From an optimization exercise on the open Yosys and OpenROAD flow, aimed at small area, a short achievable clock period and few clock cycles; shortcuts taken in it are not production practice. At most, simulation tests tie the RTL to the original design; equivalence was not proved. Power figures rest on the tool's default switching activity, not on a simulated workload.

## raven
// gf_decomp_mul
module gf_decomp_mul (
    input  wire        clk,
    input  wire        rst,
    input  wire        cmd_valid,
    output wire        cmd_ready,
    input  wire [7:0]  cmd_op,
    input  wire [1:0]  cmd_ksel,
    input  wire [63:0] cmd_a,
    input  wire [63:0] cmd_b,
    output wire        rsp_valid,
    input  wire        rsp_ready,
    output wire [3:0]  rsp_cc,
    output wire [63:0] rsp_result
);
    localparam OP_CFG   = 8'h04;
    localparam OP_NBM   = 8'h30;
    localparam OP_BLDRT = 8'h31;
    localparam OP_RTRD  = 8'h32;
    localparam OP_MSL8  = 8'h33;
    localparam OP_MODRB = 8'h34;
    localparam OP_MULD  = 8'h35;
    localparam CC_OK      = 3'd0;
    localparam CC_ILLEGAL = 3'd1;
    localparam CC_NOCFG   = 3'd2;
    localparam CC_WIDTH   = 3'd3;
    localparam CC_OPERAND = 3'd4;
    localparam CC_TABLE   = 3'd5;
    reg        cfg_valid;
    reg        k16;           
    reg [15:0] poly;
    reg [15:0] mu;            
    reg        rt_valid;
    reg        rsp_v;
    reg [2:0]  cc_q;
    reg [31:0] x_q;           
    reg [7:0]  p_q;           
    assign rsp_valid = rsp_v;
    assign rsp_cc    = {1'b0, cc_q};
    assign cmd_ready = !rsp_v || rsp_ready;
    wire fire = cmd_valid && cmd_ready;
    wire is_cfg   = (cmd_op == OP_CFG);
    wire is_nbm   = (cmd_op == OP_NBM);
    wire is_bldrt = (cmd_op == OP_BLDRT);
    wire is_rtrd  = (cmd_op == OP_RTRD);
    wire is_msl8  = (cmd_op == OP_MSL8);
    wire is_modrb = (cmd_op == OP_MODRB);
    wire is_muld  = (cmd_op == OP_MULD);
    wire is_field = is_bldrt | is_rtrd | is_msl8 | is_modrb | is_muld;
    wire a_hi32 = |cmd_a[63:32];
    wire a_hi16 = a_hi32 | (|cmd_a[31:16]);
    wire a_hi8  = a_hi16 | (|cmd_a[15:8]);
    wire a_hi4  = a_hi8  | (|cmd_a[7:4]);
    wire b_hi16 = |cmd_b[63:16];
    wire b_hi4  = b_hi16 | (|cmd_b[15:4]);
    reg cfg_bad;
    always @(*) begin
        case (cmd_ksel)
            2'd0: cfg_bad = a_hi4;
  ...
For scale: roughly 1700 cells after synthesis, ~78 flip-flops, ~210 I/O pins, about 12000 µm² of cells after synthesis.
Settings: LEC_CHECK=0, CAP_MARGIN=20, CORE_MARGIN=2, CORE_UTILIZATION=60, CTS_BUF_LIST=sky130_fd_sc_hd__clkbuf_4 sky130_fd_sc_hd__clkbuf_8, PLACE_DENSITY=0.75, SETUP_SLACK_MARGIN=3.6, SLEW_MARGIN=20, SYNTH_MEMORY_MAX_BITS=65536; clock period 8.0 ns.
standard.sh (not shown) runs the stock make flow with config.mk's settings and CLKGATE_MAP_FILE= SYNTH_SCRIPT=/design/flow/synth_recipe.tcl, a recipe that flattens the netlist after the stock synthesis.
==> flow/flow/run.sh <==
#!/bin/bash
# The standard layout (the standard.sh: ORFS synthesis through finish),
# with one change: the port buffers that global placement inserts on every
# input and output are sky130_fd_sc_hd__buf_2 instead of the cell buffer_ports
# picks by default (clkdlybuf4s50_1, a delay cell); timing repair resizes
# them as needed.
set -euo pipefail
cd "$(dirname "$0")/.."
export BUFFER_PORTS_ARGS="-buffer_cell sky130_fd_sc_hd__buf_2"
bash standard.sh > standard_make.log 2>&1
raven ran to completion and came out clean on the timing, DRC and antenna checks.
Testbench counts of raven, summed over its fixed seeds: cycles 2,408.
## Diff of input files: juniper against raven
Settings: swapping 0.75 for 0.65 in PLACE_DENSITY.
==> flow/flow/run.sh <==
#!/bin/bash
# The standard layout (the standard.sh: ORFS synthesis through finish),
# with one change: the port buffers that global placement inserts on every
# input and output are sky130_fd_sc_hd__buf_1 instead of the cell buffer_ports
# picks by default (clkdlybuf4s50_1, a delay cell); timing repair resizes
# them as needed.
set -euo pipefail
cd "$(dirname "$0")/.."
export BUFFER_PORTS_ARGS="-buffer_cell sky130_fd_sc_hd__buf_1"
bash standard.sh > standard_make.log 2>&1
==> notes.md <==
juniper: flow completed, timing, DRC and antenna clean. Of juniper and raven, the run reporting the lower routed wire length was raven. juniper reports a lower fraction of power consumed by combinational cells than raven does. Between raven and juniper, area added between synthesis and finish increased. Row number of buffers outside the clock class in the layout: juniper higher / raven lower.
### juniper -> tundra
Settings: PLACE_DENSITY changed from 0.65 to 0.75.
Notes after the runs:
Peak per-stage delay on the critical path | tundra below juniper
Per the comparison of tundra with juniper, sum of met2 wire segment lengths after detailed routing went down by 5.1%, global-route track usage on met2 went down by 2.4 points, number of antenna violations at the first check in global routing rose 1, worst setup slack now sits higher, final instance area lost 1.1%.
tundra vs. juniper: fraction of power spent switching nets went up by 1.2 points.
Global-route wire length before repair in tundra is about 2.2% below juniper.
NOTE: sequential fraction of total cell area in tundra exceeds that of juniper
Going from juniper to tundra, core utilization lost 0.72 points; number of filler cells placed in the layout shrank by 25.
Here is what was changed in the inputs of harbor compared with tundra.
Settings: TNS_END_PERCENT now 10, previously not set.
==> flow/flow/run.sh <==
#!/bin/bash
# The standard layout (the standard.sh: ORFS synthesis through finish),
# with one change: the port buffers that global placement inserts on every
# input and output are sky130_fd_sc_hd__buf_2 instead of the cell buffer_ports
# picks by default (clkdlybuf4s50_1, a delay cell); timing repair resizes
# them as needed.
set -euo pipefail
cd "$(dirname "$0")/.."
export BUFFER_PORTS_ARGS="-buffer_cell sky130_fd_sc_hd__buf_2"
bash standard.sh > standard_make.log 2>&1
Results
- harbor vs. tundra: final-layout clock buffer total shrank by 1; total detailed-routing wirelength grew by 0.59%; slack of the worst reg-to-reg path shrank by 0.12 ns.
- tundra has a higher transition time of the tightest slew-check pin than harbor.
- Summary — part of the total power dissipated in combinational logic, harbor relative to tundra: lower, by 1.4 points.
- Compared with tundra, harbor shows a lower number of vias in the routed layout.
- Launch point of the worst path = x_q[23]$_DFFE_PN_: harbor; launch point of the worst path = x_q[19]$_DFFE_PN_: tundra
- Comparing tundra against harbor, there is no change at all in number of maximum-capacitance constraint violations.

========
Starting RTL as in the previous note.
## gf_decomp_mul
module gf_decomp_mul (
    input  wire        clk,
    input  wire        rst,
    input  wire        cmd_valid,
    output wire        cmd_ready,
    input  wire [7:0]  cmd_op,
    input  wire [1:0]  cmd_ksel,
    input  wire [63:0] cmd_a,
    input  wire [63:0] cmd_b,
    output wire        rsp_valid,
    input  wire        rsp_ready,
    output wire [3:0]  rsp_cc,
    output wire [63:0] rsp_result
);
clock: 8.0 ns
lec_check: 0
cap_margin: 20
core_margin: 2
core_utilization: 60
cts_buf_list: sky130_fd_sc_hd__clkbuf_4 sky130_fd_sc_hd__clkbuf_8
gpl_timing_driven: 1
place_density: 0.75
setup_slack_margin: 3.6
slew_margin: 20
synth_memory_max_bits: 65536
==> flow/flow/run.sh <==
#!/bin/bash
# The standard layout (the standard.sh: ORFS synthesis through finish),
# with one change: the port buffers that global placement inserts on every
# input and output are sky130_fd_sc_hd__buf_1 instead of the cell buffer_ports
# picks by default (clkdlybuf4s50_1, a delay cell); timing repair resizes
# them as needed.
set -euo pipefail
cd "$(dirname "$0")/.."
export BUFFER_PORTS_ARGS="-buffer_cell sky130_fd_sc_hd__buf_1"
bash standard.sh > standard_make.log 2>&1
Testbench counts at the start, summed over its fixed seeds: cycles 2,408.
Edit:
--- a/flow/config.mk
+++ b/flow/config.mk
@@ -10,6 +10,4 @@
 export CORE_UTILIZATION = 60
-export CTS_BUF_LIST = sky130_fd_sc_hd__clkbuf_4 sky130_fd_sc_hd__clkbuf_8
-export GPL_TIMING_DRIVEN = 1
 export PLACE_DENSITY = 0.75
-export SETUP_SLACK_MARGIN = 3.6
+export SETUP_SLACK_MARGIN = 3.7
 export SLEW_MARGIN = 20
Outcome:
- first-iteration DRC count goes up by about 17%
- core utilization is higher by 1.2 points
- non-clock buffer count goes up by 5
Edit:
--- a/flow/config.mk
+++ b/flow/config.mk
@@ -10,4 +10,5 @@
 export CORE_UTILIZATION = 60
+export CTS_BUF_LIST = sky130_fd_sc_hd__clkbuf_8
 export PLACE_DENSITY = 0.75
-export SETUP_SLACK_MARGIN = 3.7
+export SETUP_SLACK_MARGIN = 3.6
 export SLEW_MARGIN = 20
=>
- The new run ran to the end with no violations
- global-route usage falls by 0.17 points
- maximum frequency climbs by 0.89%
- total power fell by 9.0%
- wire length falls by 2.5%
- first-iteration DRC count is lower by 10%
- register-to-register slack stays flat
- final cell count barely changes
- final area is lower by 1.8%
- setup slack is better by 38 ps
- core utilization falls by 1.2 points
Edit:
--- a/flow/config.mk
+++ b/flow/config.mk
@@ -10,3 +10,2 @@
 export CORE_UTILIZATION = 60
-export CTS_BUF_LIST = sky130_fd_sc_hd__clkbuf_8
 export PLACE_DENSITY = 0.75
After rerunning: The new run finished clean. Non-clock buffer count came out lower by 5. Core utilization came out higher by 0.26 points. Design area went up by 0.40%. Synthesized cell count is unchanged. Critical path depth went up by 1. Die area does not change. Wire length is higher by 0.30%. Cell count hardly moves. Combinational power decreases by about 0.9%. Area after synthesis does not change.

========
== run 1 ==
The RTL this note starts from:
==> flow/design.v <==
module gf_decomp_mul (
    input  wire        clk,
    input  wire        rst,
    input  wire        cmd_valid,
    output wire        cmd_ready,
    input  wire [7:0]  cmd_op,
    input  wire [1:0]  cmd_ksel,
    input  wire [63:0] cmd_a,
    input  wire [63:0] cmd_b,
    output wire        rsp_valid,
    input  wire        rsp_ready,
    output wire [3:0]  rsp_cc,
    output wire [63:0] rsp_result
);
    localparam OP_CFG   = 8'h04;
    localparam OP_NBM   = 8'h30;
    localparam OP_BLDRT = 8'h31;
    localparam OP_RTRD  = 8'h32;
    localparam OP_MSL8  = 8'h33;
    localparam OP_MODRB = 8'h34;
    localparam OP_MULD  = 8'h35;
    localparam CC_OK      = 3'd0;
    localparam CC_ILLEGAL = 3'd1;
    localparam CC_NOCFG   = 3'd2;
    localparam CC_WIDTH   = 3'd3;
    localparam CC_OPERAND = 3'd4;
    localparam CC_TABLE   = 3'd5;
    reg        cfg_valid;
    reg        k16;           
    reg [15:0] poly;
    reg        rt_valid;
    localparam MK = 4;                  
    localparam [2:0] MSTEPS = 16 / MK;
    reg [15:0] mv;                      
    reg [15:0] mu;                      
    reg [2:0]  mcnt;                    
    reg        pend;                    
    reg        pend_bldrt;              
    reg [2:0]  cc_q;
    reg [31:0] x_q;
    reg        ok_q;
    wire rsp_v = pend && !(pend_bldrt && mcnt > 3'd1);
    assign rsp_valid = rsp_v;
    assign rsp_cc    = {1'b0, cc_q};
    assign cmd_ready = !pend || (rsp_v && rsp_ready);
    wire fire = cmd_valid && cmd_ready;
    wire is_cfg   = (cmd_op == OP_CFG);
    wire is_nbm   = (cmd_op == OP_NBM);
    wire is_bldrt = (cmd_op == OP_BLDRT);
    wire is_rtrd  = (cmd_op == OP_RTRD);
    wire is_msl8  = (cmd_op == OP_MSL8);
    wire is_modrb = (cmd_op == OP_MODRB);
    wire is_muld  = (cmd_op == OP_MULD);
    wire is_field = is_bldrt | is_rtrd | is_msl8 | is_modrb | is_muld;
    wire a_hi32 = |cmd_a[63:32];
    wire a_hi16 = a_hi32 | (|cmd_a[31:16]);
    wire a_hi8  = a_hi16 | (|cmd_a[15:8]);
    wire a_hi4  = a_hi8  | (|cmd_a[7:4]);
    wire b_hi16 = |cmd_b[63:16];
    wire b_hi4  = b_hi16 | (|cmd_b[15:4]);
    reg cfg_bad;
    always @(*) begin
        case (cmd_ksel)
            2'd0: cfg_bad = a_hi4;
            2'd1: cfg_bad = a_hi8;
            2'd2: cfg_bad = a_hi16;
            default: cfg_bad = a_hi32;
        endcase
    end
    wire field_bad = (is_rtrd & a_hi8) | (is_msl8 & a_hi16) |
                     (is_modrb & a_hi32) | (is_muld & (a_hi16 | b_hi16));
    reg [2:0] cc;
    always @(*) begin
        if (is_cfg)
            cc = cfg_bad ? CC_OPERAND : CC_OK;
        else if (is_nbm)
            cc = (a_hi8 | b_hi4) ? CC_OPERAND : CC_OK;
        else if (is_field) begin
            if (!cfg_valid)
                cc = CC_NOCFG;
            else if (!k16)
                cc = CC_WIDTH;
            else if (field_bad)
                cc = CC_OPERAND;
            else if (!is_bldrt && !rt_valid)
                cc = CC_TABLE;
            else
                cc = CC_OK;
        end else
            cc = CC_ILLEGAL;
    end
    wire ok = (cc == CC_OK);
    wire [15:0] A = cmd_a[15:0];
    wire [15:0] B = cmd_b[15:0];
    reg [30:0] prod;
    integer i;
    always @(*) begin
        prod = 31'd0;
        for (i = 0; i < 16; i = i + 1)
            if (B[i]) prod = prod ^ ({15'd0, A} << i);
    end
    wire sel_mul   = is_muld | is_nbm;
    wire sel_modrb = is_modrb;
    wire sel_msl8  = is_msl8;
    wire sel_rtrd  = is_rtrd;
    wire [31:0] X = ({32{sel_mul}}   & {1'b0, prod})
                  | ({32{sel_modrb}} & cmd_a[31:0])
                  | ({32{sel_msl8}}  & {8'd0, cmd_a[15:0], 8'd0})
                  | ({32{sel_rtrd}}  & {cmd_a[15:0], 16'd0});
    function [15:0] mulx;
        input [15:0] v;
        input [15:0] p;
        begin
            mulx = {v[14:0], 1'b0} ^ (p & {16{v[15]}});
        end
    endfunction
    reg [15:0] mstep [0:MK];
    reg [MK-1:0] mbits;
    integer j;
    always @(*) begin
        mstep[0] = mv;
        for (j = 0; j < MK; j = j + 1) begin
            mbits[MK-1-j] = mstep[j][15];
            mstep[j+1] = mulx(mstep[j], poly);
        end
    end
    wire [15:0] H = x_q[31:16] & {16{ok_q}};
    reg  [30:0] hm;
    reg  [30:0] qp;
    always @(*) begin
        hm = 31'd0;
        for (j = 0; j < 16; j = j + 1)
            if (mu[j]) hm = hm ^ ({15'd0, H} << j);
    end
    wire [15:0] q = H ^ {1'b0, hm[30:16]};
    always @(*) begin
        qp = 31'd0;
        for (j = 0; j < 16; j = j + 1)
            if (poly[j]) qp = qp ^ ({15'd0, q} << j);
    end
    wire [15:0] red = (x_q[15:0] & {16{ok_q}}) ^ qp[15:0];
    assign rsp_result = {48'd0, red};
    always @(posedge clk) begin
        if (fire && ok && is_cfg) begin
            mv <= cmd_a[15:0];
        end else if (mcnt != 3'd0) begin
            mv <= mstep[MK];
            mu <= {mu[15-MK:0], mbits};
        end
    end
    always @(posedge clk) begin
        if (rst) begin
            pend       <= 1'b0;
            pend_bldrt <= 1'b0;
            mcnt       <= 3'd0;
            cfg_valid  <= 1'b0;
            k16        <= 1'b0;
            poly       <= 16'd0;
            rt_valid   <= 1'b0;
        end else begin
            if (mcnt != 3'd0)
                mcnt <= mcnt - 3'd1;
            if (rsp_v && rsp_ready)
                pend <= 1'b0;
            if (fire) begin
                pend       <= 1'b1;
                pend_bldrt <= is_bldrt;
                if (ok && is_cfg) begin
                    cfg_valid <= 1'b1;
                    k16       <= (cmd_ksel == 2'd2);
                    poly      <= cmd_a[15:0];
                    rt_valid  <= 1'b0;
                    mcnt      <= MSTEPS;
                end
                if (ok && is_bldrt)
                    rt_valid <= 1'b1;
            end
        end
    end
    always @(posedge clk) begin
        if (cmd_ready) begin
            cc_q <= cc;
            x_q  <= X;
            ok_q <= ok;
        end
    end
endmodule
make LEC_CHECK=0 CAP_MARGIN=20 CORE_MARGIN=2 CORE_UTILIZATION=35 PLACE_DENSITY=0.55 SETUP_SLACK_MARGIN=3 SLEW_MARGIN=20 SYNTH_MEMORY_MAX_BITS=65536 finish   # period 8.0 ns
run.sh (not shown) runs the stock make flow with config.mk's settings and CLKGATE_MAP_FILE= SYNTH_SCRIPT=/design/flow/synth_recipe.tcl, a recipe that flattens the netlist after the stock synthesis.
Stock flow here: none of the scripts above is used.
The following lists how run 2 was set up differently from run 1:
- setting ABC_AREA to 1 for the first time
## What came out
- Run 2 reached the final stage; the timing, DRC and antenna checks on its layout passed.
- Going from run 1 to run 2, post-synthesis adder-cell area fraction essentially unchanged; placed cell count increased about 37%.
- The mean number of vias per cell on run 2 is in line with that on run 1.
- When run 2 is measured against run 1, its switching power total turns out 0.15 mW lower.
- Between run 2 and run 1, it is run 2 whose power is lower, by 16%.
- Per the comparison of run 2 with run 1, vias after detailed routing went up; final-layout clock buffer total went down; summed area of non-filler cells in the final layout went up.
- Summary: with run 1 as the reference, first-pass GRT wire length in run 2 moved up by more than a quarter.
- As of run 2, area of the die had risen by more than 10% compared to run 1.
Inputs modified between run 2 and run 3:
- setting ABC_CLOCK_PERIOD_IN_PS to 3500 for the first time
- removing ABC_AREA (formerly 1)
Notes after the runs:
- Run 2 → run 3: area growth from synthesis to final layout went up, fmax went up.
- Looking only at first-pass GRT wire length, and setting everything else aside, the higher value of run 2 and run 3 goes to run 2.
- Run 2 → run 3: post-layout net count went down; non-clock buffer count went up; buffer share of cell area went up; via count went down.
- Compared with run 2, run 3 shows number of resized instances in the post-cts repair step that has gone down by more than half.
- The wire length in run 3 is 0.79 times that in run 2.
Setup changes, run 3 to run 4
- changing SETUP_SLACK_MARGIN from 3 to 5
- removing ABC_CLOCK_PERIOD_IN_PS (formerly 3500)
[summary]
- Run 4 vs. run 3: sequential group share of total power moved down; worst hold slack moved up.
- In run 4, the relative area change from synthesis to final layout came out 22 points above the value in run 3.
- The multi-input combinational cell count on run 3 is in line with that on run 4.
- In the reports for run 4 and run 3, the larger wire length reported by the detailed router belongs to run 4.
- Between run 3 and run 4, all-layer global routing usage increased.
- Detailed route wirelength on metal3 (lower): run 3
- Comparing run 4 and run 3, the lower cell-internal power was measured on run 3.
Function was not checked in any run of this note: the RTL went through the layout flow alone.

## re-timing with driven ports
In the flow no input, the clock included, has a driving cell. The finished layouts below were timed again as built, in two steps.
Step 1 (the two cells are an assumption about what drives the block):
set clk [get_ports {clk}]
set_driving_cell -lib_cell sky130_fd_sc_hd__clkbuf_16 $clk
set_driving_cell -lib_cell sky130_fd_sc_hd__buf_2 [delete_from_list [all_inputs] $clk]
Step 2 adds t to the input delays and takes it off the output delays; t is the mean of the earliest and latest rising clock arrival at the registers after step 1. Input paths then give back, and output paths get back, about the clock's delay inside the block.
Three values: ideal, step 1, step 2; two values: the first two.
run | t, ns | setup WS [ns] | worst hold slack (ns)
raven | 0.401 | 3.757 / 3.725 / 3.446 | 0.505 / 0.505 / 0.505
juniper | 0.402 | 3.720 / 3.681 / 3.468 | 0.520 / 0.520 / 0.520
tundra | 0.385 | 3.755 / 3.724 / 3.419 | 0.520 / 0.520 / 0.520
harbor | 0.399 | 3.745 / 3.713 / 3.459 | 0.506 / 0.506 / 0.506
the first run of note 2 | 0.385 | 3.755 / 3.724 / 3.419 | 0.520 / 0.520 / 0.520
the second run of note 2 | 0.379 | 3.745 / 3.708 / 3.468 | 0.459 / 0.459 / 0.459
the third run of note 2 | 0.382 | 3.783 / 3.753 / 3.406 | 0.518 / 0.518 / 0.518
the fourth run of note 2 | 0.375 | 3.748 / 3.711 / 3.405 | 0.518 / 0.518 / 0.518
run 1 | 0.379 | 3.047 / 3.000 / 2.932 | 0.421 / 0.421 / 0.421
run 2 | 0.384 | 2.870 / 2.822 / 3.134 | 0.433 / 0.433 / 0.433
run 3 | 0.379 | 3.047 / 3.000 / 2.932 | 0.421 / 0.421 / 0.421
run 4 | 0.384 | 3.054 / 3.010 / 3.394 | 0.427 / 0.427 / 0.427
After both steps setup and hold are still met in every run listed. The setup slack of the third run of note 2, which loses most, moves by -0.030 ns with the drivers and by -0.377 ns with both steps.
